What follows belongs to an exercise in optimizing a design on an open flow for small area, a short achievable clock period and few clock cycles per item; a production flow would make more cautious choices. RTL that was checked went through simulation tests only; none was proved equivalent to the original. Function not checked in run 5: the RTL went through the layout flow alone.

**flow/design.v**
```verilog
module v2c_coeff (
    input  wire [2:0] role,
    input  wire [2:0] range,
    output reg  [2:0] q,
    output reg  [7:0] k,
    output reg  [7:0] tb,
    output wire       d7
);
    reg [3:0] p;
    always @(*) begin
        case (role)
            3'd0: begin q = 3'd1; p = 4'd0; end                  
            3'd1: case (range)                                   
                3'd0:    begin q = 3'd7; p = 4'd7; end
                3'd1:    begin q = 3'd7; p = 4'd5; end
                3'd2:    begin q = 3'd6; p = 4'd4; end
                3'd3:    begin q = 3'd5; p = 4'd3; end
                3'd4:    begin q = 3'd4; p = 4'd2; end
                default: begin q = 3'd3; p = 4'd1; end
            endcase
            3'd2, 3'd3: case (range)                             
                3'd0:    begin q = 3'd6; p = 4'd8; end
                3'd1:    begin q = 3'd6; p = 4'd6; end
                3'd2:    begin q = 3'd5; p = 4'd5; end
                3'd3:    begin q = 3'd4; p = 4'd4; end
                3'd4:    begin q = 3'd3; p = 4'd3; end
                default: begin q = 3'd2; p = 4'd2; end
            endcase
            default: begin q = 3'd0; p = 4'd1; end               
        endcase
        k  = 8'd133 - {4'd0, p} - {4'd0, q, 1'b0};
        tb = 8'd150 - {4'd0, p};
    end
    assign d7 = (role == 3'd0) || (role == 3'd1);
endmodule
module v2c_cpa #(parameter W = 8) (
    input  wire [W-1:0] a,
    input  wire [W-1:0] b,
    input  wire         ci,
    output wire [W-1:0] s
);
    localparam NG = (W + 1) / 2;
    wire [2*NG-1:0] ae = {{(2*NG-W){1'b0}}, a};
    wire [2*NG-1:0] be = {{(2*NG-W){1'b0}}, b};
    wire [2*NG-1:0] p  = ae ^ be;
    wire [2*NG-1:0] g  = ae & be;
    wire [2*NG-1:0] se;
    wire [NG:0]     c;
    assign c[0] = ci;
    genvar i;
    generate for (i = 0; i < NG; i = i + 1) begin : grp
        wire cm = g[2*i] | (p[2*i] & c[i]);
        assign c[i+1]    = g[2*i+1] | (p[2*i+1] & g[2*i]) | (p[2*i+1] & p[2*i] & c[i]);
        assign se[2*i]   = p[2*i] ^ c[i];
        assign se[2*i+1] = p[2*i+1] ^ cm;
    end endgenerate
    assign s = se[W-1:0];
endmodule
module v2c_csa #(parameter W = 8) (
    input  wire [W-1:0] a,
    input  wire [W-1:0] b,
    input  wire [W-1:0] c,
    output wire [W-1:0] s,
    output wire [W-1:0] t       
);
    wire [W-1:0] mj = (a & b) | (a & c) | (b & c);
    assign s = a ^ b ^ c;
    assign t = {mj[W-2:0], 1'b0};
endmodule
module v2c_m4369 (
    input  wire [23:0] m,
    output wire [36:0] z
);
    wire [36:0] r0 = {13'b0, m};
    wire [36:0] r1 = {9'b0, m, 4'b0};
    wire [36:0] r2 = {5'b0, m, 8'b0};
    wire [36:0] r3 = {1'b0, m, 12'b0};
    wire [36:0] sa, ta, sb, tb;
    v2c_csa #(37) ca (.a(r0), .b(r1), .c(r2), .s(sa), .t(ta));
    v2c_csa #(37) cb (.a(sa), .b(ta), .c(r3), .s(sb), .t(tb));
    v2c_cpa #(37) ap (.a(sb), .b(tb), .ci(1'b0), .s(z));
endmodule
module v2c_unpack #(parameter UMAX = 21) (
    input  wire [31:0] f,
    input  wire [7:0]  kb,
    input  wire [7:0]  tb,
    output wire [23:0] m,
    output wire        sat,
    output wire        zero,
    output wire [4:0]  u,
    output wire        sticky,
    output wire        bad
);
    wire [7:0] ex  = f[30:23];
    wire       nz  = |ex;
    wire [7:0] exe = nz ? ex : 8'd1;
    assign m   = {nz, f[22:0]};
    assign bad = &ex;
    wire [8:0] us = {1'b0, kb} - {1'b0, exe};
    assign sat  = us[8];
    assign zero = !us[8] && (us[7:0] > UMAX);
    assign u    = us[4:0];
    wire [8:0]  ts = {1'b0, tb} - {1'b0, exe};
    wire [24:0] suf;
    assign suf[0] = 1'b0;
    genvar i;
    generate for (i = 1; i <= 24; i = i + 1) begin : sf
        assign suf[i] = suf[i-1] | m[i-1];
    end endgenerate
    wire [4:0] tc = ts[8] ? 5'd0 : ((ts[7:0] > 8'd24) ? 5'd24 : ts[4:0]);
    assign sticky = suf[tc];
endmodule
module v2c_div7 #(parameter W = 20) (
    input  wire [W-1:0] n,
    output wire [W-1:0] quo
);
    wire [2:0] r [0:W];
    assign r[W] = 3'd0;
    genvar i;
    generate for (i = W - 1; i >= 0; i = i - 1) begin : st
        wire r2 = r[i+1][2], r1 = r[i+1][1], r0 = r[i+1][0], b = n[i];
        assign quo[i]  = r2 | (r1 & r0 & b);
        assign r[i][2] = r2 ? (r1 | (r0 & b)) : (r1 & !(r0 & b));
        assign r[i][1] = r2 ? (r0 ^ b)       : (r0 & !(r1 & b));
        assign r[i][0] = r2 ? !b             : (b & !(r1 & r0));
    end endgenerate
endmodule
module v2c_div3 #(parameter W = 20) (
    input  wire [W-1:0] n,
    output wire [W-1:0] quo
);
    wire [1:0] r [0:W];
    assign r[W] = 2'd0;
    genvar i;
    generate for (i = W - 1; i >= 0; i = i - 1) begin : st
        wire r1 = r[i+1][1], r0 = r[i+1][0], b = n[i];
        assign quo[i]  = r1 | (r0 & b);
        assign r[i][1] = (r0 & !b) | (r1 & b);
        assign r[i][0] = (!r1 & !r0 & b) | (r1 & !b);
    end endgenerate
endmodule
module smu_dac_conv (
    input  wire        clk,
    input  wire        rst,         
    input  wire        in_valid,
    output wire        in_ready,
    input  wire [3:0]  in_role,     
    input  wire [7:0]  in_range,    
    input  wire [31:0] in_x,        
    input  wire [31:0] in_cllv,     
    input  wire [31:0] in_clhv,     
    output wire        out_valid,
    input  wire        out_ready,
    output wire [15:0] out_code,
    output wire        out_err      
);
    localparam [2:0] CLLI = 3'd2, CLHI = 3'd3, CLLV = 3'd4, CLHV = 3'd5;
    localparam [20:0] CLLI_Z = -21'sd10923;
    localparam [20:0] CLHI_Z = 21'sd10922;
    localparam [20:0] ZNEG = -21'sd524288;
    localparam [20:0] ZPOS = 21'sd524287;
    reg  [4:0] ct;
    reg        rdy_r;
    wire       acc  = in_valid && rdy_r;
    wire       take;
    always @(posedge clk) begin
        if (rst) begin
            ct    <= 5'd0;
            rdy_r <= 1'b1;
        end else if (acc && !take) begin
            ct    <= {ct[3:0], 1'b1};
            rdy_r <= !ct[3];
        end else if (take && !acc) begin
            ct    <= {1'b0, ct[4:1]};
            rdy_r <= 1'b1;
        end
    end
    assign in_ready = rdy_r;
    reg        v0;
    reg [2:0]  role0, range0;
    reg        ok0;
    reg [31:0] x0, c0;
    always @(posedge clk) begin
        v0     <= acc && !rst;
        role0  <= in_role[2:0];
        range0 <= in_range[2:0];
        ok0    <= (in_role < 4'd6) && (in_range < 8'd6);
        x0     <= in_x;
        c0     <= (in_role[2:0] == CLLV) ? in_clhv : in_cllv;
    end
    wire [2:0] q;
    wire [7:0] k, tb;
    wire       d7;
    v2c_coeff u_coeff (.role(role0), .range(range0), .q(q), .k(k), .tb(tb), .d7(d7));
    wire [23:0] mx;
    wire [4:0]  ux;
    wire        satx, zerox, stkx, badx;
    v2c_unpack #(.UMAX(21)) u_upx (.f(x0), .kb(k), .tb(tb), .m(mx), .sat(satx),
                                   .zero(zerox), .u(ux), .sticky(stkx), .bad(badx));
    wire [36:0] zx;
    v2c_m4369 u_zx (.m(mx), .z(zx));
    reg  [43:0] ra, rb, rc;
    always @(*) begin
        case (q[1:0])
            2'd0:    begin ra = {1'b0, zx, 6'b0}; rb = 44'd0;              rc = 44'd0;            end
            2'd1:    begin ra = {1'b0, zx, 6'b0}; rb = {3'b0, zx, 4'b0};   rc = 44'd0;            end
            2'd2:    begin ra = {1'b0, zx, 6'b0}; rb = {2'b0, zx, 5'b0};   rc = {5'b0, zx, 2'b0}; end
            default: begin ra = {zx, 7'b0};       rb = ~{5'b0, zx, 2'b0};  rc = {7'b0, zx};       end
        endcase
    end
    wire [43:0] sw, tw, w;
    v2c_csa #(44) u_cw (.a(ra), .b(rb), .c(rc), .s(sw), .t(tw));
    v2c_cpa #(44) u_aw (.a(sw), .b(tw), .ci(q[1:0] == 2'd3), .s(w));
    wire [23:0] mc;
    wire [4:0]  uc;
    wire        satc, zeroc, stkc, badc;
    v2c_unpack #(.UMAX(17)) u_upc (.f(c0), .kb(8'd130), .tb(8'd149), .m(mc), .sat(satc),
                                   .zero(zeroc), .u(uc), .sticky(stkc), .bad(badc));
    wire [36:0] zc;
    v2c_m4369 u_zc (.m(mc), .z(zc));
    wire [17:0] nsc  = zeroc ? 18'd0 : (zc[36:19] >> uc);
    wire        ovfc = satc || nsc[17];
    wire        sgnc = c0[31];
    wire [20:0] bc   = (role0 == CLLV) ? -21'sd4369 : 21'sd4369;
    wire [20:0] ac   = sgnc ? ~{4'b0, nsc[16:0]} : {4'b0, nsc[16:0]};
    wire [20:0] tcs;
    v2c_cpa #(21) u_anc (.a(bc), .b(ac), .ci(sgnc && !stkc), .s(tcs));
    wire [20:0] tc   = ovfc ? (sgnc ? ZNEG : ZPOS) : tcs;
    wire [20:0] zb   = role0[2] ? tc : (role0[0] ? CLHI_Z : CLLI_Z);
    wire [20:0] wb   = x0[31] ? ~zb : zb;
    reg        va;
    reg        d7a, q2a, sgna, sata, zeroa, stka, erra, lowa, uppa;
    reg [4:0]  ua;
    reg [43:0] wa;
    reg [20:0] wba;
    always @(posedge clk) begin
        va    <= v0 && !rst;
        d7a   <= d7;
        q2a   <= q[2];
        erra  <= !ok0 || badx || (role0[2] && badc);
        lowa  <= (role0 == CLLI) || (role0 == CLLV);
        uppa  <= (role0 == CLHI) || (role0 == CLHV);
        sgna  <= x0[31];
        sata  <= satx;
        zeroa <= zerox;
        stka  <= stkx;
        ua    <= ux;
        wa    <= w;
        wba   <= wb;
    end
    wire [52:0] p0 = {wa, 9'b0};
    wire [52:0] p1 = {2'b0, wa, 7'b0};
    wire [52:0] p2 = ~{5'b0, wa, 4'b0};
    wire [52:0] p3 = {9'b0, wa};
    wire [52:0] s5a, t5a, s5b, t5b, p625;
    v2c_csa #(53) u_c5a (.a(p0), .b(p1), .c(p2), .s(s5a), .t(t5a));
    v2c_csa #(53) u_c5b (.a(s5a), .b(t5a), .c(p3), .s(s5b), .t(t5b));
    v2c_cpa #(53) u_a5 (.a(s5b), .b(t5b), .ci(1'b1), .s(p625));
    wire [21:0] ph  = q2a ? p625[52:31] : {1'b0, wa[43:23]};
    wire [21:0] nsh = zeroa ? 22'd0 : (ph >> ua);
    wire        ovf = sata || (|nsh[21:19]);
    wire [18:0] nab = nsh[18:0];
    wire [20:0] axn = sgna ? ~{2'b0, nab} : {2'b0, nab};
    wire [20:0] txs = axn + {20'd0, sgna && !stka};
    wire [20:0] tx  = ovf ? (sgna ? ZNEG : ZPOS) : txs;
    wire [20:0] zbb   = sgna ? ~wba : wba;
    wire        gt    = wba[20] || (nab > wba[18:0]);
    wire        below = ovf ? sgna : (sgna ? gt : !gt);
    wire        selb  = (lowa && !below) || (uppa && below);
    reg        vb;
    reg        d7b, errb;
    reg [20:0] zsb;
    always @(posedge clk) begin
        vb   <= va && !rst;
        d7b  <= d7a;
        errb <= erra;
        zsb  <= selb ? zbb : tx;
    end
    wire [5:0]  nbh = zsb[20:15] + (d7b ? 6'd7 : 6'd3);
    wire [20:0] nsb = {nbh, zsb[14:0]};
    wire [19:0] q7, q3;
    v2c_div7 #(.W(20)) u_d7 (.n(nsb[19:0]), .quo(q7));
    v2c_div3 #(.W(20)) u_d3 (.n(nsb[19:0]), .quo(q3));
    wire [19:0] quo   = d7b ? q7 : q3;
    wire [15:0] code  = nsb[20] ? 16'd0 : ((|quo[19:16]) ? 16'hFFFF : quo[15:0]);
    wire [16:0] res   = errb ? 17'h10000 : {1'b0, code};
    reg        ov;
    reg [16:0] ob;                      
    reg [16:0] bm [0:3];
    reg [1:0]  bwr, brd;
    reg [3:0]  bt;
    assign take = ov && out_ready;
    wire       ofree = !ov || out_ready;
    wire       bne   = bt[0];
    wire [3:0] bt_f  = (bne && !vb) ? {1'b0, bt[3:1]} : bt;     
    wire [3:0] bt_h  = vb ? {bt[2:0], 1'b1} : bt;               
    wire [1:0] brd_f  = bne ? brd + 2'd1 : brd;
    wire [1:0] bwr_f  = (vb && bne) ? bwr + 2'd1 : bwr;
    wire [1:0] bwr_h  = vb ? bwr + 2'd1 : bwr;
    wire [16:0] onext = bne ? bm[brd] : res;
    always @(posedge clk) begin
        if (rst) begin
            ov   <= 1'b0;
            bwr  <= 2'd0;
            brd  <= 2'd0;
            bt   <= 4'd0;
        end else begin
            if (ofree) begin
                ov   <= bne || vb;
                ob   <= onext;
                bt   <= bt_f;
                brd  <= brd_f;
                bwr  <= bwr_f;
            end else begin
                bt   <= bt_h;
                bwr  <= bwr_h;
            end
            if (vb) bm[bwr] <= res;
        end
    end
    assign out_valid = ov;
    assign out_code  = ob[15:0];
    assign out_err   = ob[16];
endmodule
```
**flow/flow/run.sh**
```bash
#!/bin/bash
# The standard layout, with plain buffers (sky130_fd_sc_hd__buf_1) on the ports
# instead of the delay buffers buffer_ports picks by default.
set -euo pipefail
bash standard.sh "BUFFER_PORTS_ARGS=-buffer_cell sky130_fd_sc_hd__buf_1" finish > standard.log 2>&1
```
**flow/standard.sh**
```bash
#!/bin/bash
# synth_recipe.tcl (not shown) runs the flow's synth.tcl, then flattens the netlist and writes it again
# the make line also repeats each setting of config.mk as NAME=value (left out here)
make -C /OpenROAD-flow-scripts/flow DESIGN_CONFIG=/design/flow/config.mk WORK_HOME=/design/flow/orfs CLKGATE_MAP_FILE= SYNTH_SCRIPT=/design/flow/synth_recipe.tcl "${@:-finish}"
```
**flow/config.mk**
```make
export PLATFORM = sky130hd
export DESIGN_NAME = smu_dac_conv
export DESIGN_NICKNAME = smu_dac_conv
export VERILOG_FILES = /design/flow/design.v
export SDC_FILE = /design/flow/constraint.sdc
export NUM_CORES = 4
export LEC_CHECK = 0
export ABC_AREA = 1
export CAP_MARGIN = 70
export CORE_MARGIN = 2
export CORE_UTILIZATION = 40
export CTS_BUF_LIST = sky130_fd_sc_hd__clkbuf_4 sky130_fd_sc_hd__clkbuf_8
export SLEW_MARGIN = 85
```
**flow/constraint.sdc**
```tcl
create_clock -name core_clock -period 40.0 [get_ports {clk}]
set_input_delay 8.0000 -clock core_clock [delete_from_list [all_inputs] [get_ports {clk}]]
set_output_delay 8.0000 -clock core_clock [all_outputs]
set_load 0.01 [all_outputs]
```
==> results.cfg, run 1 <==
[die]
die_y_um = 271
start_util_pct = 40.6
fp-row-count = 97
die_w_um = 271
io_pins = 131
coreArea_sq_um = 70300
die-area_sq_um = 73500

[synth]
avgSynthCellArea_sq_um = 7.72
synth_flop_cell = dfxtp_1
synth_edf_count = 85
synth_async_sr_flop_share_pct = 0
netlist_instances = 3697
synthesis.area_sq_um = 28500
yosys_warnings = 4
synth.yosys.seq_area_share_pct = 22.4
synth-seq-cells = 277
ys_types = 60
synth_fp_nets = 4338

[finish]
area_growth_pct = 23.1
finalNetCount = 4561
fill_cells = 6607
drive_gt1_share_pct = 20.8
fin_cells = 4901
final_cell_mix = 720 x nand2_1, 617 x inv_1, 282 x ha_1, 228 x fa_1, 190 x nor2_1
final_common_cell = nand2_1

[cts]
htreeDepth = 2
clock_sinks = 277
cts_tree = built
cts_resized = 0
post_cts_buffers = 0
cts-root-buf = clkbuf_8
clkLatencyLatePin_ps = 670
cts_hold_buf = 0
cts_buffer_depth = 3
cts_buffers = 47
clk_pin_slew_ps = 60

[sta]
final_max_slew_viol_count = 0
setup_ws_ps = 28900
tightest_slew_ps = 262
fin_skew_ps = 73.6
fin_crit_ps = 11100
slew_headroom_pct = 82.5
fin_crit_sh_pct = 27.7
timing.setup.tns_ps = 0
fmax_mhz = 90.1
hold_viol_final = 0
setup_viol = 0
rsz0062_at_grt = false

[drt]
totalWireLength_mm = 70.0
viasPerCell = 4.94
drt_iter0_drc = 1427
first_pass_iters = 8
ant_nets = 0
wl_per_cell_um = 14.3
vias = 24200
drc = 0

[worst_setup_path]
crit_slowest_cell = fa_1
critPathMaxFanout = 7
cp.required_ps = 40540
path_class = register to register
critPathMostFrequentCell = nand2_1
critical-path-max-stage-delay_ps = 530
start_kind = register
cp.arrival_ps = 11640
r2r_slack_ps = 28900
end_kind = register

[placed_design]
place_ws_ps = 29810
numPortBuffers = 130
gp_congestion = 0.890
dp_cells = 4787
dpl.hpwl_mm = 56.8

[grt]
grt_pass1_vias = 23900
grt_max_degree = 35
antenna_found_initial = 2
grt_use_total_pct = 19.2
grt_pass1_wl_mm = 118
grt_remaining_overflow = 0

[outcome]
status = no timing/DRC/antenna violations

[job]
max_cap_viol_count = 0

[hold_path]
hp-class = register to register
==> stage by stage <==
step / utilization [%] / hold WS [ps] / cell area, sq um
floorplan: - / 310 / 28500
global placement: 42.7 / 311 / 30000
detailed placement: 47.0 / 313 / 33000
CTS: 48.4 / 328 / 34000
global route: 50.0 / 330 / 35100
finish: 50.0 / 329 / 35100
==> worst paths after layout <==
path | startpoint | endpoint | cells past startpoint
hold / removal | d7a | d7b | 0
setup / recovery | wa[2] | zsb[7] | 84
hold reg to reg | d7a | d7b | 0
setup reg to reg | wa[2] | zsb[7] | 84
==> sequential cells by signal (all words and copies together) (netlist names), 2 cells and up, named ones only <==
| name | cells |
|---|---|
| wba | 20 |
| wa | 44 |
| c0 | 32 |
| bwr | 2 |
| ua | 5 |
| brd | 2 |
| range0 | 3 |
| ob | 17 |
| role0 | 3 |
| x0 | 32 |
| bm | 68 |
| ct | 5 |
| zsb | 21 |
| bt | 4 |
==> worst max-delay path: cells and delay by family, from the launching register on <==
family | cells | cell delay (ps)
simple gates | 55 | 3690
buf+inv | 12 | 3190
fa+ha+maj | 5 | 2090
compound gates | 10 | 1430
flops | 1 | 380
xor+xnor | 1 | 160
mux | 1 | 120
==> metal layers <==
metal	track usage [%]	share of wire [%]	vias to the layer above
li1	-	-	12400
met1	26.4	48	11200
met2	31.4	45	480
met3	2.69	4.3	113
met4	5.50	2.6	2
met5	0	0.013	-
==> Yosys cell counts, types with 7 or more instances <==
master,instances,area share (%)
nor2_1,257,3.4
a31oi_1,18,0.39
nand2_2,27,0.59
a21o_1,10,0.26
a21oi_1,208,3.6
buf_2,7,0.12
mux2i_1,11,0.39
inv_1,656,8.6
nand4_1,21,0.46
o221ai_1,7,0.21
buf_1,13,0.17
o211ai_1,23,0.61
mux2_2,32,1.3
o22ai_1,40,0.88
a221oi_1,9,0.28
nor4_1,11,0.24
ha_1,291,13
or2_2,8,0.18
edfxtp_1,85,8.9
clkbuf_1,79,1.0
xnor2_1,39,1.2
nand3_2,9,0.32
dfxtp_1,192,13
a22oi_1,9,0.24
nand3_1,152,2.7
fa_1,238,17
nand2_1,735,9.7
o21ai_0,269,4.7
inv_2,20,0.26
o21ai_1,14,0.25
xor2_1,97,3.0
nor3_1,11,0.19
a211oi_1,11,0.29
o21ai_2,10,0.31
==> logic make-up (layout without fill, tap and decap cells) <==
logic type / after synthesis / in the layout / synth area share [%]
xor+xnor: 137 / 137 / 4.27
buf+inv: 781 / 1041 / 10.3
other cells: 0 / 4 / 0
flops: 277 / 277 / 22.4
mux: 43 / 43 / 1.65
fa+ha+maj: 529 / 529 / 29.5
compound gates: 672 / 672 / 13.5
simple gates: 1258 / 1258 / 18.4
==> cell type report <==
cell class	instances	area, sq um	area share [%]
tap	940	1180	3.35
inverter	682	2660	7.56
multi-input combinational	2639	21800	62.0
antenna	4	10.0	0.0285
clock inverter	21	206	0.588
sequential	277	6610	18.8
clock buffer	65	795	2.26
timing repair buffer	273	1880	5.34
Testbench counts, summed over its fixed seeds: cycles 4,832, items 4,800.
==> inputs of run 2 (changes only) <==
--- a/flow/config.mk
+++ b/flow/config.mk
@@ -6,8 +6,8 @@
 export NUM_CORES = 4
 export LEC_CHECK = 0
 export ABC_AREA = 1
-export CAP_MARGIN = 70
+export CAP_MARGIN = 50
 export CORE_MARGIN = 2
 export CORE_UTILIZATION = 40
 export CTS_BUF_LIST = sky130_fd_sc_hd__clkbuf_4 sky130_fd_sc_hd__clkbuf_8
-export SLEW_MARGIN = 85
+export SLEW_MARGIN = 70
==> run 2 against run 1 <==
Still clean. Critical path depth is 83 lower. Register-to-register slack better by 2200 ps. Via count is 3.1% lower. Clock skew is 3.5 ps lower. Non-clock buffer count is 113 lower. Cell count is 2.3% lower. Largest cell class unchanged. Highest routed layer is now met4.
==> results.cfg, run 2 <==
[sta]
fin_crit_sh_pct = 22.9
fmax_mhz = 109
tightest_slew_ps = 464
final_max_slew_viol_count = 0
slew_headroom_pct = 68.8
setup_viol = 0
fin_crit_ps = 9150
hold_slack_ps = 327
timing.setup.tns_ps = 0
rsz0062_at_grt = false
fin_skew_ps = 70.1
hold_viol_final = 0

[die]
die_y_um = 271
die-area_sq_um = 73500
start_util_pct = 40.6
fp-row-count = 97
die_w_um = 271
io_pins = 131
coreArea_sq_um = 70300

[cts]
cts_resized = 0
cts_hold_buf = 0
clkLatencyLatePin_ps = 660
clock_sinks = 277
clk_pin_slew_ps = 60
post_cts_buffers = 0
cts_buffer_depth = 3
cts-root-buf = clkbuf_8
htreeDepth = 2
cts_tree = built
cts_buffers = 49

[finish]
final_cell_mix = 732 x nand2_1, 645 x inv_1, 290 x ha_1, 265 x o21ai_0, 246 x nor2_1
final_common_cell = nand2_1
largest_reg_flops = 68
drive_gt1_share_pct = 7.57
area_growth_pct = 9.67
top_register = bm
top_regs = bm (68), wa (44)
finalNetCount = 4450

[worst_setup_path]
r2r_slack_ps = 31070
cp.required_ps = 32000
crit_buf_inv = 1
cp.arrival_ps = 1150
path_class = register to primary output
start_kind = register
cp_cell_sequence = buf_1
end_kind = primary output
critPathMaxFanout = 3
critical-path-max-stage-delay_ps = 350
critPathTopFamily = flip-flops
crit_slowest_cell = dfxtp_1

[synth]
netlist_instances = 3697
synthAdderAreaFrac_pct = 29.5
synthTopCellsByCount = 735 x nand2_1, 656 x inv_1, 291 x ha_1
synth.yosys.seq_area_share_pct = 22.4
synth_flop_cell = dfxtp_1
synth_compound_area_share_pct = 13.5
synth_edf_count = 85
ys_types = 60
yosys_warnings = 4
avgSynthCellArea_sq_um = 7.72
synthMuxAreaShare_pct = 1.65
yosys.area_share.simple_pct = 18.4
yosysMostFrequentCell = nand2_1
synth_async_sr_flop_share_pct = 0
synth_fp_nets = 4338
synth_top_area_share_pct = 16.7
synthesis.area_sq_um = 28500
synth_top_area_cell = fa_1
synth-seq-cells = 277
synth_top_family_by_area = adder cells
yosys-top-cells-area = fa_1 17%, dfxtp_1 13%, ha_1 13%, nand2_1 9.7%, edfxtp_1 8.9%
synth_xor_area_share_pct = 4.27

[drt]
viasPerCell = 4.90
totalWireLength_mm = 66.3
vias = 23500
wl_per_cell_um = 13.9
first_pass_iters = 5
drt_iter0_drc = 1589
drc = 0
ant_nets = 0

[grt]
grt_pass1_vias = 23000
grt_use_total_pct = 18.4
grt_pass1_wl_mm = 113
antenna_found_initial = 2
grt_remaining_overflow = 0
grt_max_degree = 79

[placed_design]
dpl.hpwl_mm = 53.9
numPortBuffers = 130
gp_congestion = 0.890

[job]
max_cap_viol_count = 0

[outcome]
status = no timing/DRC/antenna violations

[hold_path]
hp-class = register to register
[run 2: final cells by class]
class / count / area (sq um)
clock inverters: 19 / 181
fillers: 7098 / 39000
diodes: 5 / 12.5
inverters: 682 / 2570
well taps: 940 / 1180
repair buffers: 160 / 737
multi-input cells: 2639 / 19400
flip-flops and latches: 277 / 6410
clock buffers: 66 / 833
[run 2: worst paths after layout]
kind,startpoint,cells past startpoint,to
min,d7a,0,d7b
max,rdy_r,1,in_ready
min reg2reg,d7a,0,d7b
max reg2reg,d7b,66,bm[1][0]
[run 2: kinds of logic (layout without fill, tap and decap cells)]
logic type	Yosys count	in the layout
buf+inv	781	927
xor+xnor	137	137
simple gates	1258	1258
mux	43	43
fa+ha+maj	529	529
other cells	0	5
compound gates	672	672
flops	277	277
[run 2: stage by stage]
stage               setup WS (ps)  util [%]  instance area (sq um)  std cells
finish                      30850      44.5                  31300       4788
global route                29930      44.5                  31300       4787
CTS                         30780      44.4                  31200       4779
detailed placement          30780      42.9                  30200       4694
global placement            30620      42.7                  30000       4691
floorplan                   30660         -                  28500       3697
[run 2: routing by layer]
metal  track usage [%]  wire length, um  vias to the layer above
met1              26.1            33300                    10700
met5                 0                0                        -
li1                  -                -                    12200
met2              30.0            29000                      499
met4              4.25             1260                        0
met3              2.10             2810                       89
==> inputs of run 3 (changes only) <==
--- a/flow/config.mk
+++ b/flow/config.mk
@@ -9,5 +9,7 @@
 export CAP_MARGIN = 50
 export CORE_MARGIN = 2
 export CORE_UTILIZATION = 40
-export CTS_BUF_LIST = sky130_fd_sc_hd__clkbuf_4 sky130_fd_sc_hd__clkbuf_8
+export CTS_BUF_LIST = sky130_fd_sc_hd__clkbuf_16
+export CTS_CLUSTER_DIAMETER = 100
+export CTS_CLUSTER_SIZE = 20
 export SLEW_MARGIN = 70
==> run 3 against run 2 <==
Still clean. Critical path depth stayed put. Sequential share of layout area is 0.26 points higher. Cell count is 1.1% lower. Design area is 1.2% lower. Clock skew is 39 ps lower. Utilization is 0.55 points lower. Synthesized area stayed put. Non-clock buffer count stayed put. Register-to-register slack better by 40 ps. Synthesized cell count stayed put. Highest routed layer unchanged.
==> results.cfg, run 3 <==
[drt]
drc = 0
viasPerCell = 4.88
totalWireLength_mm = 65.6
wl_per_cell_um = 13.9
first_pass_iters = 6
ant_nets = 0
drt_iter0_drc = 1551
vias = 23100

[finish]
final_common_cell = nand2_1
area_growth_pct = 8.32
finalNetCount = 4421
regArea_sq_um = 6410
fill_cells = 7121
fin_util_pct = 44.0
drive_gt1_share_pct = 6.33
final_cell_mix = 732 x nand2_1, 651 x inv_1, 290 x ha_1, 266 x o21ai_0, 246 x nor2_1
top_regs = bm (68), wa (44)
largest_reg_flops = 68
top_register = bm
multiInputGateArea_sq_um = 19400

[synth]
synth_flop_cell = dfxtp_1
synthesis.area_sq_um = 28500
synth.yosys.seq_area_share_pct = 22.4
avgSynthCellArea_sq_um = 7.72
synth_top_area_cell = fa_1
synth_edf_count = 85
synth-seq-cells = 277
netlist_instances = 3697
synth_async_sr_flop_share_pct = 0
synth_fp_nets = 4338
yosysMostFrequentCell = nand2_1
ys_types = 60
yosys-top-cells-area = fa_1 17%, dfxtp_1 13%, ha_1 13%, nand2_1 9.7%, edfxtp_1 8.9%
synthTopCellsByCount = 735 x nand2_1, 656 x inv_1, 291 x ha_1
yosys_warnings = 4
synth_top_area_share_pct = 16.7

[cts]
cts_buffer_depth = 3
clkLatencyLatePin_ps = 560
clk_pin_slew_ps = 80
clock_sinks = 277
htreeDepth = 1
cts_tree = built
cts-root-buf = clkbuf_16
post_cts_buffers = 0
cts_resized = 0
cts_hold_buf = 0
cts_buffers = 20

[sta]
fmax_mhz = 110
rsz0062_at_grt = false
setup_viol = 0
tightest_slew_ps = 473
hold_viol_final = 0
slew_headroom_pct = 68.2
fin_skew_ps = 31.4
timing.setup.tns_ps = 0
fin_crit_ps = 9100
final_max_slew_viol_count = 0
fin_crit_sh_pct = 22.8

[grt]
grt_pass1_vias = 22600
grt_use_total_pct = 18.2
grt_max_degree = 79
grt_remaining_overflow = 0
grt_pass1_wl_mm = 112
antenna_found_initial = 1

[worst_setup_path]
cp.arrival_ps = 1100
crit_slowest_cell = edfxtp_1
critPathTopFamily = flip-flops
critPathMaxFanout = 1
cp_cell_sequence = buf_1
cp.required_ps = 32000
end_kind = primary output
path_class = register to primary output
crit_buf_inv = 1
start_kind = register
critical-path-max-stage-delay_ps = 390

[die]
die_y_um = 271
start_util_pct = 40.6
coreArea_sq_um = 70300
die-area_sq_um = 73500
fp-row-count = 97
die_w_um = 271
io_pins = 131

[placed_design]
numPortBuffers = 130
dpl.hpwl_mm = 53.9
gp_congestion = 0.890

[outcome]
status = no timing/DRC/antenna violations

[hold_path]
hp-class = register to register

[job]
max_cap_viol_count = 0
[run 3: per-stage QoR]
stage	cells	worst slack (ps)	hold slack (ps)	cell area [sq um]
after floorplan	3697	30660	310	28500
after global placement	4691	30620	311	30000
after detailed placement	4694	30780	312	30200
after CTS	4729	30860	336	30800
after global routing	4733	29960	373	30900
final	4734	30900	333	30900
[run 3: worst paths after layout]
path                            startpoint     endpoint  slack [ps]  cells past startpoint
worst max-delay path                 ob[0]  out_code[0]       30900                      1
worst min-delay path                   d7a          d7b         330                      0
worst max register to register         d7b     bm[1][0]       31110                     66
worst min register to register         d7a          d7b         330                      0
[run 3: final cells by class]
| class | count | share of cell area, % |
|---|---|---|
| Multi-Input combinational cell | 2639 | 62.7 |
| Sequential cell | 277 | 20.8 |
| Tap cell | 940 | 3.81 |
| Inverter | 682 | 8.30 |
| Antenna cell | 1 | 0.00810 |
| Clock buffer | 21 | 1.70 |
| Timing Repair Buffer | 160 | 2.39 |
| Clock inverter | 14 | 0.368 |
[run 3: cells by family (layout without fill, tap and decap cells)]
| logic type | after synthesis | in the layout | share of synthesized area (%) |
|---|---|---|---|
| XOR/XNOR | 137 | 137 | 4.27 |
| other | 0 | 1 | 0 |
| flip-flops | 277 | 277 | 22.4 |
| buffers and inverters | 781 | 877 | 10.3 |
| AO/OA/AOI/OAI | 672 | 672 | 13.5 |
| AND/OR/NAND/NOR | 1258 | 1258 | 18.4 |
| multiplexers | 43 | 43 | 1.65 |
| adder cells (fa/ha/maj) | 529 | 529 | 29.5 |
[run 3: metal layers]
| metal | global-route usage [%] | part of all wire [%] | routed length, um | up-vias |
|---|---|---|---|---|
| li1 | - | - | - | 12100 |
| met1 | 26.2 | 50 | 33100 | 10500 |
| met2 | 29.8 | 44 | 28700 | 446 |
| met3 | 1.62 | 4.1 | 2690 | 64 |
| met4 | 3.45 | 1.6 | 1070 | 0 |
| met5 | 0 | 0 | 0 | - |
==> inputs of run 4 (changes only) <==
==> flow/config.mk (replaced) <==
export PLATFORM = sky130hd
export DESIGN_NAME = smu_dac_conv
export DESIGN_NICKNAME = smu_dac_conv
export VERILOG_FILES = /design/flow/design.v
export SDC_FILE = /design/flow/constraint.sdc
export NUM_CORES = 4
export LEC_CHECK = 0
export ABC_AREA = 1
export CAP_MARGIN = 20
export CORE_MARGIN = 2
export CORE_UTILIZATION = 40
export CTS_BUF_LIST = sky130_fd_sc_hd__clkbuf_8 sky130_fd_sc_hd__clkbuf_16
export CTS_CLUSTER_DIAMETER = 60
export CTS_CLUSTER_SIZE = 20
export SLEW_MARGIN = 20
==> run 4 against run 3 <==
Flip-flop and latch count unchanged. Die area unchanged. Fmax down 4.2%. Global-route usage rose by 0.090 points. Utilization is 0.26 points higher. Critical path type is now register to register. Worst setup slack got worse by 390 ps. Synthesized area unchanged. Sequential share of layout area fell by 0.17 points. Synthesized cell count stayed put.
==> results.cfg, run 4 <==
[outcome]
status = no timing/DRC/antenna violations

[synth]
yosys_warnings = 4
synth_flop_cell = dfxtp_1
synth_edf_count = 85
synth_top_area_share_pct = 16.7
synth_async_sr_flop_share_pct = 0
yosys-top-cells-area = fa_1 17%, dfxtp_1 13%, ha_1 13%, nand2_1 9.7%, edfxtp_1 8.9%
synth_fp_nets = 4338
synthesis.area_sq_um = 28500
synth_top_area_cell = fa_1
synth.yosys.seq_area_share_pct = 22.4
avgSynthCellArea_sq_um = 7.72
ys_types = 60
synthTopCellsByCount = 735 x nand2_1, 656 x inv_1, 291 x ha_1
netlist_instances = 3697
yosysMostFrequentCell = nand2_1
synth-seq-cells = 277

[grt]
grt_pass1_wl_mm = 113
antenna_found_initial = 0
grt_pass1_vias = 22800
grt_use_total_pct = 18.3
grt_remaining_overflow = 0
grt_max_degree = 79

[finish]
top_regs = bm (68), wa (44)
fin_util_pct = 44.2
n_antenna_cell = 0
top_register = bm
design_area_sq_um = 31100
area_growth_pct = 8.96
multiInputGateArea_sq_um = 19200
regArea_sq_um = 6400
finalNetCount = 4423
drive_gt1_share_pct = 5.39
final_cell_mix = 734 x nand2_1, 656 x inv_1, 291 x ha_1, 269 x o21ai_0, 256 x nor2_1
largest_reg_flops = 68
fill_cells = 7078
final_common_cell = nand2_1

[worst_setup_path]
critPathMaxFanout = 13
cp.arrival_ps = 9940
crit_slowest_cell = o21ai_1
cp.required_ps = 40450
critPathMostFrequentCell = nand2_1
end_kind = register
path_class = register to register
start_kind = register
critical-path-max-stage-delay_ps = 760

[die]
io_pins = 131
die_y_um = 271
coreArea_sq_um = 70300
start_util_pct = 40.6
fp-row-count = 97
die_w_um = 271
die-area_sq_um = 73500

[placed_design]
dpl_cell_area_sq_um = 30000
gp_congestion = 0.890
dpl.hpwl_mm = 53.8
numPortBuffers = 130

[drt]
ant_nets = 0
first_pass_iters = 5
wl_per_cell_um = 13.9
drc = 0
drt_iter0_drc = 1440
viasPerCell = 4.89
totalWireLength_mm = 65.9
vias = 23200

[sta]
fmax_mhz = 105
tightest_slew_ps = 995
fin_crit_sh_pct = 23.7
rsz0062_at_grt = false
setup_viol = 0
hold_slack_ps = 330
final_max_slew_viol_count = 0
fin_crit_ps = 9490
slew_headroom_pct = 33.6
hold_viol_final = 0
timing.setup.tns_ps = 0
fin_skew_ps = 21.6

[cts]
cts_resized = 0
cts_tree = built
clkLatencyLatePin_ps = 610
clock_sinks = 277
cts_hold_buf = 0
cts_buffers = 29
clk_pin_slew_ps = 70
htreeDepth = 1
cts-root-buf = clkbuf_16
cts_buffer_depth = 3
post_cts_buffers = 0

[job]
max_cap_viol_count = 0

[hold_path]
hp-class = register to register
run 4: cell counts after synthesis:
Identical to the previous run, type by type.
run 4: layer usage:
layer / global-route usage [%] / vias up / part of all wire [%]
li1: - / 12100 / -
met2: 29.6 / 492 / 43
met5: 0 / - / 0
met4: 4.09 / 0 / 2.2
met3: 1.84 / 85 / 4.1
met1: 26.3 / 10500 / 50
run 4: cell families after synthesis:
group,after synthesis,synth area share (%)
AO/OA/AOI/OAI,672,13.5
XOR/XNOR,137,4.27
adder cells (fa/ha/maj),529,29.5
buffers and inverters,781,10.3
flip-flops,277,22.4
multiplexers,43,1.65
AND/OR/NAND/NOR,1258,18.4
run 4: final cells by class:
cell class / count / area share (%)
clock buffers: 30 / 2.38
repair buffers: 153 / 2.13
flip-flops and latches: 277 / 20.6
clock inverters: 23 / 1.11
inverters: 682 / 8.24
well taps: 940 / 3.78
multi-input cells: 2639 / 61.8
run 4: final timing paths:
kind	slack, ps	endpoint	start	cells past startpoint
max reg2reg	30510	zsb[11]	wa[2]	76
min	330	d7b	d7a	0
max	30510	zsb[11]	wa[2]	76
min reg2reg	330	d7b	d7a	0
run 4: metrics by stage:
stage / worst slack [ps] / instances
floorplan: 30660 / 3697
global placement: 30620 / 4691
detailed placement: 30450 / 4691
CTS: 30430 / 4744
global route: 29190 / 4744
finish: 30510 / 4744
run 4: critical path, delay by kind of cell (launching register included):
| kind | cells | cell delay, ps |
|---|---|---|
| XOR/XNOR | 1 | 90 |
| flip-flops | 1 | 390 |
| adder cells (fa/ha/maj) | 5 | 2060 |
| AO/OA/AOI/OAI | 14 | 2970 |
| multiplexers | 1 | 160 |
| buffers and inverters | 6 | 840 |
| AND/OR/NAND/NOR | 49 | 2830 |
==> inputs of run 5 (changes only) <==
--- a/flow/design.v
+++ b/flow/design.v
@@ -298,6 +298,7 @@
     wire [1:0] bwr_f  = (vb && bne) ? bwr + 2'd1 : bwr;
     wire [1:0] bwr_h  = vb ? bwr + 2'd1 : bwr;
     wire [16:0] onext = bne ? bm[brd] : res;
+    wire       bpush = vb && (!ofree || bne);
     always @(posedge clk) begin
         if (rst) begin
             ov   <= 1'b0;
@@ -315,7 +316,7 @@
                 bt   <= bt_h;
                 bwr  <= bwr_h;
             end
-            if (vb) bm[bwr] <= res;
+            if (bpush) bm[bwr] <= res;
         end
     end
     assign out_valid = ov;
==> flow/flow/run.sh (replaced) <==
#!/bin/bash
# The standard layout, with plain buffers (sky130_fd_sc_hd__buf_2) on the ports
# instead of the delay buffers buffer_ports picks by default.
set -euo pipefail
bash standard.sh "BUFFER_PORTS_ARGS=-buffer_cell sky130_fd_sc_hd__buf_2" finish > standard.log 2>&1
--- a/flow/config.mk
+++ b/flow/config.mk
@@ -9,7 +9,5 @@
 export CAP_MARGIN = 20
 export CORE_MARGIN = 2
 export CORE_UTILIZATION = 40
-export CTS_BUF_LIST = sky130_fd_sc_hd__clkbuf_8 sky130_fd_sc_hd__clkbuf_16
-export CTS_CLUSTER_DIAMETER = 60
-export CTS_CLUSTER_SIZE = 20
+export CTS_BUF_LIST = sky130_fd_sc_hd__clkbuf_4 sky130_fd_sc_hd__clkbuf_8
 export SLEW_MARGIN = 20
==> run 5 against run 4 <==
Cell count up 0.55%. Worst setup slack worse by 0.50 ps. Clock skew grew 9.7 ps. Sequential share of layout area fell by 0.054 points. Count of clock-buffer cells in the layout grew 47. Synthesized area fell by 0.36%. Non-clock buffer count fell by 1. Utilization up 0.19 points. Critical path depth fell by 69. Register-to-register slack improved by 70 ps. Fmax barely moved. Critical endpoint is now bm[2][11].
==> results.cfg, run 5 <==
[outcome]
status = no timing/DRC/antenna violations

[drt]
ant_nets = 0
viasPerCell = 4.91
drc = 0
wl_per_cell_um = 14.1
vias = 23400
totalWireLength_mm = 67.2
first_pass_iters = 6
drt_iter0_drc = 1445

[placed_design]
dpl.hpwl_mm = 54.6
gp_congestion = 0.897
numPortBuffers = 130

[grt]
grt_use_total_pct = 18.7
grt_pass1_wl_mm = 114
grt_pass1_vias = 23300
antenna_found_initial = 3
gr-usage-met1_pct = 25.4
grt_max_degree = 93
met3_usage_pct = 2.26
busiest_layer = met2
grt_remaining_overflow = 0
met2_usage_pct = 31.2

[cts]
htreeDepth = 2
clk_pin_slew_ps = 60
clock_sinks = 277
cts_hold_buf = 0
cts_resized = 0
cts_buffers = 50
cts_buffer_depth = 3
cts-root-buf = clkbuf_8
clkLatencyLatePin_ps = 640
cts_tree = built
post_cts_buffers = 0

[worst_setup_path]
r2r_slack_ps = 30580
critPathMaxFanout = 11
critical-path-max-stage-delay_ps = 510
end_kind = register
crit_buf_inv = 3
r2r_start = wa[2]
cp.arrival_ps = 9810
cp.required_ps = 40310
crit_slowest_cell = nor2_1
critPathMostFrequentCell = nor2_1
cp_cell_sequence = buf_2 > nor2_1 > inv_1 > a21oi_1 > nand2_1 > nor2_1 > buf_4
start_kind = input port
path_class = input port to register
worstReg2RegEnd = zsb[18]
critPathTopFamily = simple AND/OR/NAND/NOR gates
reg2reg_depth = 80

[die]
fp-row-count = 97
start_util_pct = 40.5
coreArea_sq_um = 70100
die_w_um = 271
io_pins = 131
die_y_um = 271
die-area_sq_um = 73200

[finish]
drive_gt1_share_pct = 9.82
top_regs = bm (68), wa (44)
multiInputGateArea_sq_um = 19100
area_growth_pct = 9.63
fill_cells = 7251
top_register = bm
final_cell_mix = 715 x nand2_1, 645 x inv_1, 297 x o21ai_0, 291 x ha_1, 242 x nor2_1
fin_util_pct = 44.4
largest_reg_flops = 68
regArea_sq_um = 6400
final_common_cell = nand2_1
finalNetCount = 4427

[synth]
synth_top_area_share_pct = 16.8
yosys-top-cells-area = fa_1 17%, dfxtp_1 14%, ha_1 13%, nand2_1 9.5%, edfxtp_1 9.0%
synth_async_sr_flop_share_pct = 0
yosys_warnings = 4
synth_top_area_cell = fa_1
synth-seq-cells = 277
synth_compound_area_share_pct = 13.5
synth.yosys.seq_area_share_pct = 22.5
netlist_instances = 3678
synthTopCellsByCount = 716 x nand2_1, 645 x inv_1, 297 x o21ai_0
yosys.area_share.simple_pct = 18.3
synthMuxAreaShare_pct = 1.58
synth_xor_area_share_pct = 4.35
synth_edf_count = 85
ys_types = 63
synth_top_family_by_area = adder cells
synth_flop_cell = dfxtp_1
avgSynthCellArea_sq_um = 7.73
synth_fp_nets = 4319
synthesis.area_sq_um = 28400
yosysMostFrequentCell = nand2_1
synthAdderAreaFrac_pct = 29.6

[sta]
fin_skew_ps = 31.3
final_max_slew_viol_count = 0
hold_viol_final = 0
fin_crit_ps = 9500
timing.setup.tns_ps = 0
hold_slack_ps = 334
fmax_mhz = 105
setup_viol = 0
slew_headroom_pct = 32.3
rsz0062_at_grt = false
tightest_slew_ps = 1010
fin_crit_sh_pct = 23.7

[hold_path]
min_delay_worst_endpoint = d7b
whs_path_depth = 0
hp-class = register to register
hold_path.startpoint = d7a

[job]
max_cap_viol_count = 0
[run 5: changes by cell type in the layout (fill, tap and decap cells not counted), moves of 7 or more]
cell       change
buf_1        -130
buf_2        +130
clkbuf_8      +56
clkbuf_16     -29
o21ai_0       +28
clkbuf_4      +20
nand2_1       -19
nor2_1        -14
inv_1         -11
nor3_1        +11
o21ai_1        +9
nand4_1        +8
o211ai_1       -8
a21oi_1        -7
[run 5: cell type report]
| cell class | count | share of cell area, % |
|---|---|---|
| clock buffer | 77 | 3.00 |
| timing repair buffer | 152 | 2.62 |
| inverter | 675 | 8.13 |
| antenna | 3 | 0.0241 |
| multi-input combinational | 2630 | 61.4 |
| clock inverter | 16 | 0.514 |
| sequential | 277 | 20.5 |
| tap | 940 | 3.77 |
[run 5: cells by family (layout without fill, tap and decap cells)]
kind of cell | count (synthesis) | count (layout)
AOI/OAI and AO/OA | 681 | 681
xor gates and xnor gates | 139 | 139
adders and majority gates | 529 | 529
buffers and inverters | 771 | 920
DFF | 277 | 277
muxes | 41 | 41
other | 0 | 3
and+or+nand+nor | 1240 | 1240
[run 5: through the flow]
step	area (sq um)	worst slack, ps	std cells
2_1_floorplan	28400	30150	3678
3_3_place_gp	30100	29870	4674
3_5_place_dp	30100	29860	4674
4_1_cts	31200	30560	4767
5_1_grt	31200	29290	4769
6_report	31200	30510	4770
[run 5: metal layers]
| metal | wire length, um | share of wire [%] |
|---|---|---|
| met1 | 32500 | 48 |
| met2 | 30200 | 45 |
| met3 | 2770 | 4.1 |
| met4 | 1740 | 2.6 |
| met5 | 11 | 0.016 |
[run 5: worst max-delay path by stage]
stage | start | depth (start not counted) | slack, ps | to
floorplan | out_ready | 5 | 30150 | bm[0][0]
global placement | out_ready | 7 | 29870 | bm[2][11]
detailed placement | out_ready | 7 | 29860 | bm[2][11]
CTS | out_ready | 7 | 30560 | bm[2][11]
global route | wa[2] | 81 | 29290 | zsb[18]
finish | out_ready | 7 | 30510 | bm[2][11]
==> inputs of run 6 (changes only) <==
--- a/flow/design.v
+++ b/flow/design.v
@@ -227,12 +227,11 @@
     v2c_cpa #(21) u_anc (.a(bc), .b(ac), .ci(sgnc && !stkc), .s(tcs));
     wire [20:0] tc   = ovfc ? (sgnc ? ZNEG : ZPOS) : tcs;
     wire [20:0] zb   = role0[2] ? tc : (role0[0] ? CLHI_Z : CLLI_Z);
-    wire [20:0] wb   = x0[31] ? ~zb : zb;
     reg        va;
     reg        d7a, q2a, sgna, sata, zeroa, stka, erra, lowa, uppa;
     reg [4:0]  ua;
     reg [43:0] wa;
-    reg [20:0] wba;
+    reg [20:0] zba;
     always @(posedge clk) begin
         va    <= v0 && !rst;
         d7a   <= d7;
@@ -246,7 +245,7 @@
         stka  <= stkx;
         ua    <= ux;
         wa    <= w;
-        wba   <= wb;
+        zba   <= zb;
     end
     wire [52:0] p0 = {wa, 9'b0};
     wire [52:0] p1 = {2'b0, wa, 7'b0};
@@ -263,7 +262,7 @@
     wire [20:0] axn = sgna ? ~{2'b0, nab} : {2'b0, nab};
     wire [20:0] txs = axn + {20'd0, sgna && !stka};
     wire [20:0] tx  = ovf ? (sgna ? ZNEG : ZPOS) : txs;
-    wire [20:0] zbb   = sgna ? ~wba : wba;
+    wire [20:0] wba   = sgna ? ~zba : zba;
     wire        gt    = wba[20] || (nab > wba[18:0]);
     wire        below = ovf ? sgna : (sgna ? gt : !gt);
     wire        selb  = (lowa && !below) || (uppa && below);
@@ -274,15 +273,19 @@
         vb   <= va && !rst;
         d7b  <= d7a;
         errb <= erra;
-        zsb  <= selb ? zbb : tx;
+        zsb  <= selb ? zba : tx;
     end
     wire [5:0]  nbh = zsb[20:15] + (d7b ? 6'd7 : 6'd3);
     wire [20:0] nsb = {nbh, zsb[14:0]};
-    wire [19:0] q7, q3;
-    v2c_div7 #(.W(20)) u_d7 (.n(nsb[19:0]), .quo(q7));
-    v2c_div3 #(.W(20)) u_d3 (.n(nsb[19:0]), .quo(q3));
-    wire [19:0] quo   = d7b ? q7 : q3;
-    wire [15:0] code  = nsb[20] ? 16'd0 : ((|quo[19:16]) ? 16'hFFFF : quo[15:0]);
+    wire [18:0] q7;
+    wire [17:0] q3;
+    v2c_div7 #(.W(19)) u_d7 (.n(nsb[18:0]), .quo(q7));
+    v2c_div3 #(.W(18)) u_d3 (.n(nsb[17:0]), .quo(q3));
+    wire        sat7  = nsb[19] || (|q7[18:16]);
+    wire        sat3  = (|nsb[19:18]) || (|q3[17:16]);
+    wire [15:0] quo   = d7b ? q7[15:0] : q3[15:0];
+    wire        satq  = d7b ? sat7 : sat3;
+    wire [15:0] code  = nsb[20] ? 16'd0 : (satq ? 16'hFFFF : quo);
     wire [16:0] res   = errb ? 17'h10000 : {1'b0, code};
     reg        ov;
     reg [16:0] ob;                      
@@ -298,7 +301,6 @@
     wire [1:0] bwr_f  = (vb && bne) ? bwr + 2'd1 : bwr;
     wire [1:0] bwr_h  = vb ? bwr + 2'd1 : bwr;
     wire [16:0] onext = bne ? bm[brd] : res;
-    wire       bpush = vb && (!ofree || bne);
     always @(posedge clk) begin
         if (rst) begin
             ov   <= 1'b0;
@@ -316,7 +318,7 @@
                 bt   <= bt_h;
                 bwr  <= bwr_h;
             end
-            if (bpush) bm[bwr] <= res;
+            if (vb) bm[bwr] <= res;
         end
     end
     assign out_valid = ov;
==> flow/flow/run.sh (replaced) <==
#!/bin/bash
# The standard layout, with plain buffers (sky130_fd_sc_hd__buf_1) on the ports
# instead of the delay buffers buffer_ports picks by default.
set -euo pipefail
bash standard.sh "BUFFER_PORTS_ARGS=-buffer_cell sky130_fd_sc_hd__buf_1" finish > standard.log 2>&1
--- a/flow/config.mk
+++ b/flow/config.mk
@@ -6,8 +6,8 @@
 export NUM_CORES = 4
 export LEC_CHECK = 0
 export ABC_AREA = 1
-export CAP_MARGIN = 20
+export CAP_MARGIN = 50
 export CORE_MARGIN = 2
 export CORE_UTILIZATION = 40
 export CTS_BUF_LIST = sky130_fd_sc_hd__clkbuf_4 sky130_fd_sc_hd__clkbuf_8
-export SLEW_MARGIN = 20
+export SLEW_MARGIN = 70
==> run 6 against run 5 <==
Flip-flop and latch count unchanged. Worst hold slack lost 21 ps. Count of clock-buffer cells in the layout decreased by 13. Utilization is 0.23 points higher. Design area down 1.4%. Global-route usage rose by 0.11 points. Synthesized cell count is 3.2% lower. First-iteration DRC count shrank 9.5%. Synthesized area down 1.8%. Via count down 1.7%. Critical endpoint is now out_valid.
==> results.cfg, run 6 <==
[grt]
grt_remaining_overflow = 0
busiest_layer = met2
grt_use_total_pct = 18.8
antenna_found_initial = 1
met3_usage_pct = 2.57
grt_max_degree = 52
grt_pass1_wl_mm = 111
gr-usage-met1_pct = 25.3
grt_pass1_vias = 22600
met2_usage_pct = 31.7

[synth]
synth_flop_cell = dfxtp_1
synth_top_area_share_pct = 17.1
yosys-top-cells-area = fa_1 17%, dfxtp_1 14%, ha_1 13%, edfxtp_1 9.1%, nand2_1 9.1%
synthTopCellsByCount = 678 x nand2_1, 632 x inv_1, 289 x ha_1
yosys_warnings = 4
synth_async_sr_flop_share_pct = 0
avgSynthCellArea_sq_um = 7.84
yosysMostFrequentCell = nand2_1
ys_types = 62
synth_fp_nets = 4199
synth_top_area_cell = fa_1
netlist_instances = 3559
synth-seq-cells = 277
synth.yosys.seq_area_share_pct = 22.9
synth_edf_count = 85
synthesis.area_sq_um = 27900

[die]
fp-row-count = 96
die-area_sq_um = 71900
die_w_um = 268
io_pins = 131
start_util_pct = 40.6
coreArea_sq_um = 68800
die_y_um = 268

[sta]
tightest_slew_ps = 470
fin_crit_ps = 9170
timing.setup.tns_ps = 0
fin_skew_ps = 46.9
slew_headroom_pct = 68.7
setup_viol = 0
hold_viol_final = 0
fin_crit_sh_pct = 22.9
rsz0062_at_grt = false
fmax_mhz = 109
final_max_slew_viol_count = 0

[finish]
final_common_cell = nand2_1
fin_cells = 4645
drive_gt1_share_pct = 7.73
area_growth_pct = 10.1
design_area_sq_um = 30700
top_regs = bm (68), wa (44)
largest_reg_flops = 68
finalNetCount = 4313
final_cell_mix = 678 x nand2_1, 614 x inv_1, 289 x ha_1, 246 x o21ai_0, 239 x fa_1
top_register = bm

[cts]
cts_tree = built
cts_buffer_depth = 3
clkLatencyLatePin_ps = 670
cts_resized = 0
cts_buffers = 50
cts-root-buf = clkbuf_8
post_cts_buffers = 0
cts_hold_buf = 0
clock_sinks = 277
clk_pin_slew_ps = 70
htreeDepth = 2

[placed_design]
numPortBuffers = 130
dpl_cell_area_sq_um = 29500
dp_cells = 4551
gp_congestion = 0.899
dpl.hpwl_mm = 53.7

[worst_setup_path]
crit_slowest_cell = dfxtp_1
end_kind = primary output
cp_cell_sequence = buf_1
critical-path-max-stage-delay_ps = 360
start_kind = register
cp.required_ps = 32000
cp.arrival_ps = 1170
critPathTopFamily = flip-flops
crit_buf_inv = 1
critPathMaxFanout = 3
path_class = register to primary output

[drt]
drc = 0
wl_per_cell_um = 14.2
drt_iter0_drc = 1308
viasPerCell = 4.96
ant_nets = 0
first_pass_iters = 5
totalWireLength_mm = 66.0
vias = 23000

[hold_path]
hp-class = register to register

[job]
max_cap_viol_count = 0

[outcome]
status = no timing/DRC/antenna violations
## run 6: changes by cell type in the layout (fill, tap and decap cells not counted), sizes merged, moves of 10 or more
cell and change:
nand2 -52, o21ai -40, inv -33, a21oi +29, nor2 -17, xor2 -17, clkbuf -13, clkinv +10
## run 6: per-layer routing
| metal | wire [um] | vias to the layer above |
|---|---|---|
| li1 | - | 11800 |
| met1 | 31600 | 10600 |
| met2 | 30000 | 509 |
| met3 | 2940 | 103 |
| met4 | 1540 | 0 |
| met5 | 0 | - |
## run 6: area by class of cell
class,count,area [sq um]
fill,6999,38100
multi-input combinational,2546,18900
sequential,277,6420
inverter,643,2420
tap,931,1160
clock buffer,64,825
timing repair buffer,155,721
clock inverter,28,269
antenna,1,2.50
## run 6: cell families (layout without fill, tap and decap cells)
| logic type | count (synthesis) | count (layout) | synth area share, % |
|---|---|---|---|
| other | 0 | 1 | 0 |
| buffers and inverters | 736 | 890 | 9.93 |
| adder cells (fa/ha/maj) | 528 | 528 | 30.1 |
| AND/OR/NAND/NOR | 1167 | 1167 | 17.4 |
| multiplexers | 42 | 42 | 1.65 |
| AO/OA/AOI/OAI | 678 | 678 | 13.9 |
| flip-flops | 277 | 277 | 22.9 |
| XOR/XNOR | 131 | 131 | 4.11 |
## run 6: per-stage QoR
stage	setup WS, ps	hold slack [ps]	util, %
after floorplan	30660	310	-
after detailed placement	30550	313	42.9
final	30830	313	44.7
after CTS	30770	315	44.5
after global routing	30020	321	44.7
after global placement	30240	311	42.7
## run 6: path summary, 6_finish.rpt
check	startpoint	end	slack, ps	cells past startpoint
worst min-delay path	d7a	d7b	310	0
worst max-delay path	ov	out_valid	30830	1
worst min register to register	d7a	d7b	310	0
worst max register to register	wa[2]	zsb[18]	31310	80
Testbench counts of run 6, summed over its fixed seeds: cycles 4,832, items 4,800.
==> inputs of run 7 (changes only) <==
--- a/flow/config.mk
+++ b/flow/config.mk
@@ -8,6 +8,8 @@
 export ABC_AREA = 1
 export CAP_MARGIN = 50
 export CORE_MARGIN = 2
-export CORE_UTILIZATION = 40
-export CTS_BUF_LIST = sky130_fd_sc_hd__clkbuf_4 sky130_fd_sc_hd__clkbuf_8
+export CORE_UTILIZATION = 75
+export CTS_BUF_LIST = sky130_fd_sc_hd__clkbuf_16
+export CTS_CLUSTER_DIAMETER = 100
+export CTS_CLUSTER_SIZE = 20
 export SLEW_MARGIN = 70
==> run 7 against run 6 <==
Critical path depth is 80 higher. Register-to-register slack worse by 420 ps. Non-clock buffer count is 2 lower. First-iteration DRC count is 79% higher. Sequential share of layout area is 0.79 points higher. Cell count is 11% lower. Largest cell class unchanged.
==> results.cfg, run 7 <==
[finish]
area_growth_pct = 6.08
fill_cells = 2431
n_antenna_cell = 0
multiInputGateArea_sq_um = 18900
top_regs = bm (68), wa (44)
fin_cells = 4116
finalNetCount = 4279
drive_gt1_share_pct = 6.03
fin_util_pct = 80.9
final_common_cell = nand2_1
top_register = bm
final_cell_mix = 678 x nand2_1, 621 x inv_1, 289 x ha_1, 247 x o21ai_0, 239 x fa_1
regArea_sq_um = 6420
largest_reg_flops = 68

[synth]
synth.yosys.seq_area_share_pct = 22.9
synth_top_area_share_pct = 17.1
netlist_instances = 3559
synthesis.area_sq_um = 27900
synth_flop_cell = dfxtp_1
synth_fp_nets = 4199
yosysMostFrequentCell = nand2_1
synth_async_sr_flop_share_pct = 0
ys_types = 62
yosys-top-cells-area = fa_1 17%, dfxtp_1 14%, ha_1 13%, edfxtp_1 9.1%, nand2_1 9.1%
synth_edf_count = 85
synth_top_area_cell = fa_1
avgSynthCellArea_sq_um = 7.84
synth-seq-cells = 277
yosys_warnings = 4
synthTopCellsByCount = 678 x nand2_1, 632 x inv_1, 289 x ha_1

[drt]
first_pass_iters = 6
viasPerCell = 5.98
drc = 0
wl_per_cell_um = 16.7
vias = 24600
ant_nets = 0
drt_iter0_drc = 2339
totalWireLength_mm = 68.9

[grt]
grt_max_degree = 92
grt_pass1_wl_mm = 113
grt_remaining_overflow = 0
grt_pass1_vias = 24100
antenna_found_initial = 0
grt_use_total_pct = 35.7

[sta]
setup_ws_ps = 30890
rsz0062_at_grt = false
fin_skew_ps = 26.0
slew_headroom_pct = 71.4
timing.setup.tns_ps = 0
fmax_mhz = 110
hold_viol_final = 0
setup_viol = 0
fin_crit_ps = 9110
final_max_slew_viol_count = 0
tightest_slew_ps = 425
fin_crit_sh_pct = 22.8

[placed_design]
dp_cells = 4084
numPortBuffers = 130
gp_congestion = 0.961
dpl.hpwl_mm = 56.0
place_ws_ps = 30710

[cts]
clock_sinks = 277
cts_buffer_depth = 3
cts_hold_buf = 0
clkLatencyLatePin_ps = 530
cts_resized = 0
htreeDepth = 1
clk_pin_slew_ps = 90
cts-root-buf = clkbuf_16
post_cts_buffers = 0
cts_buffers = 18
cts_tree = built

[die]
die_y_um = 197
io_pins = 131
die-area_sq_um = 38800
die_w_um = 197
coreArea_sq_um = 36600
start_util_pct = 76.3
fp-row-count = 70

[hold_path]
hold_path.startpoint = d7a
hp-class = register to register

[worst_setup_path]
r2r_start = wa[2]
worstSetupStartpoint = wa[2]
start_kind = register
crit_slowest_cell = fa_1
end_kind = register
critPathMaxFanout = 14
cp.arrival_ps = 9550
cp.required_ps = 40440
path_class = register to register
critPathMostFrequentCell = nand2_1
critical-path-max-stage-delay_ps = 520

[job]
max_cap_viol_count = 0

[outcome]
status = no timing/DRC/antenna violations
-- run 7: layer usage --
layer / track usage [%] / wire, um
met1: 49.2 / 29500
met2: 59.8 / 31800
met3: 5.56 / 5960
met4: 7.91 / 1650
met5: 0 / 0
-- run 7: logic make-up (layout without fill, tap and decap cells) --
| logic type | Yosys count | in the layout | synth area share [%] |
|---|---|---|---|
| flip-flops | 277 | 277 | 22.9 |
| AND/OR/NAND/NOR | 1167 | 1167 | 17.4 |
| adder cells (fa/ha/maj) | 528 | 528 | 30.1 |
| XOR/XNOR | 131 | 131 | 4.11 |
| buffers and inverters | 736 | 825 | 9.93 |
| multiplexers | 42 | 42 | 1.65 |
| AO/OA/AOI/OAI | 678 | 678 | 13.9 |
-- run 7: worst max-delay path: cells and delay by family, from the launching register on --
family	cells	cell delay, ps
multiplexers	2	360
buffers and inverters	7	630
adder cells (fa/ha/maj)	5	1910
AND/OR/NAND/NOR	57	4530
AO/OA/AOI/OAI	10	1220
flip-flops	1	390
-- run 7: layout make-up --
type / count / share of cell area, %
multi-input combinational: 2546 / 63.9
sequential: 277 / 21.7
inverter: 643 / 8.19
timing repair buffer: 153 / 2.49
tap: 468 / 1.98
clock buffer: 19 / 1.61
clock inverter: 10 / 0.186
-- run 7: worst paths after layout --
path,to,slack [ps],depth (start not counted)
worst max-delay path,zsb[18],30890,81
worst min-delay path,d7b,360,0
worst max register to register,zsb[18],30890,81
worst min register to register,d7b,360,0
-- run 7: per-stage QoR --
| step | hold WS [ps] | cell area, sq um |
|---|---|---|
| finish | 359 | 29600 |
| global route | 364 | 29600 |
| CTS | 363 | 29500 |
| detailed placement | 343 | 28900 |
| global placement | 317 | 28800 |
| floorplan | 310 | 27900 |

-- afterwards: timing with drivers on the ports --
Ports are ideal in the flow. The routed layouts listed here were re-timed in OpenROAD. Step 1: set_driving_cell puts a clkbuf_16 on clk and a buf_2 on each other input, an assumption about the parent block. Step 2 moves the port delays by t, midway between the first and last clock arrival at a register: inputs arrive t later, outputs are due t later. That takes back most of the time a late clock gives input paths. a / b / c = ideal / step 1 / step 2; a / b = the first two.
run	t, ns	setup slack, ns	worst slew at a driven data input, ns
run 1	0.695	28.901 / 28.901 / 28.901	0.04
run 2	0.684	30.847 / 30.785 / 30.784	0.04
run 3	0.609	30.900 / 30.839 / 30.795	0.04
run 4	0.663	30.505 / 30.505 / 30.505	0.04
run 5	0.682	30.505 / 30.547 / 29.864	0.07
run 6	0.705	30.833 / 30.771 / 30.567	0.05
run 7	0.574	30.889 / 30.867 / 30.742	0.06
After both steps every run listed still meets setup and hold. The setup slack of run 5, which loses most, moves by +0.042 ns with the drivers and by -0.641 ns with both steps.
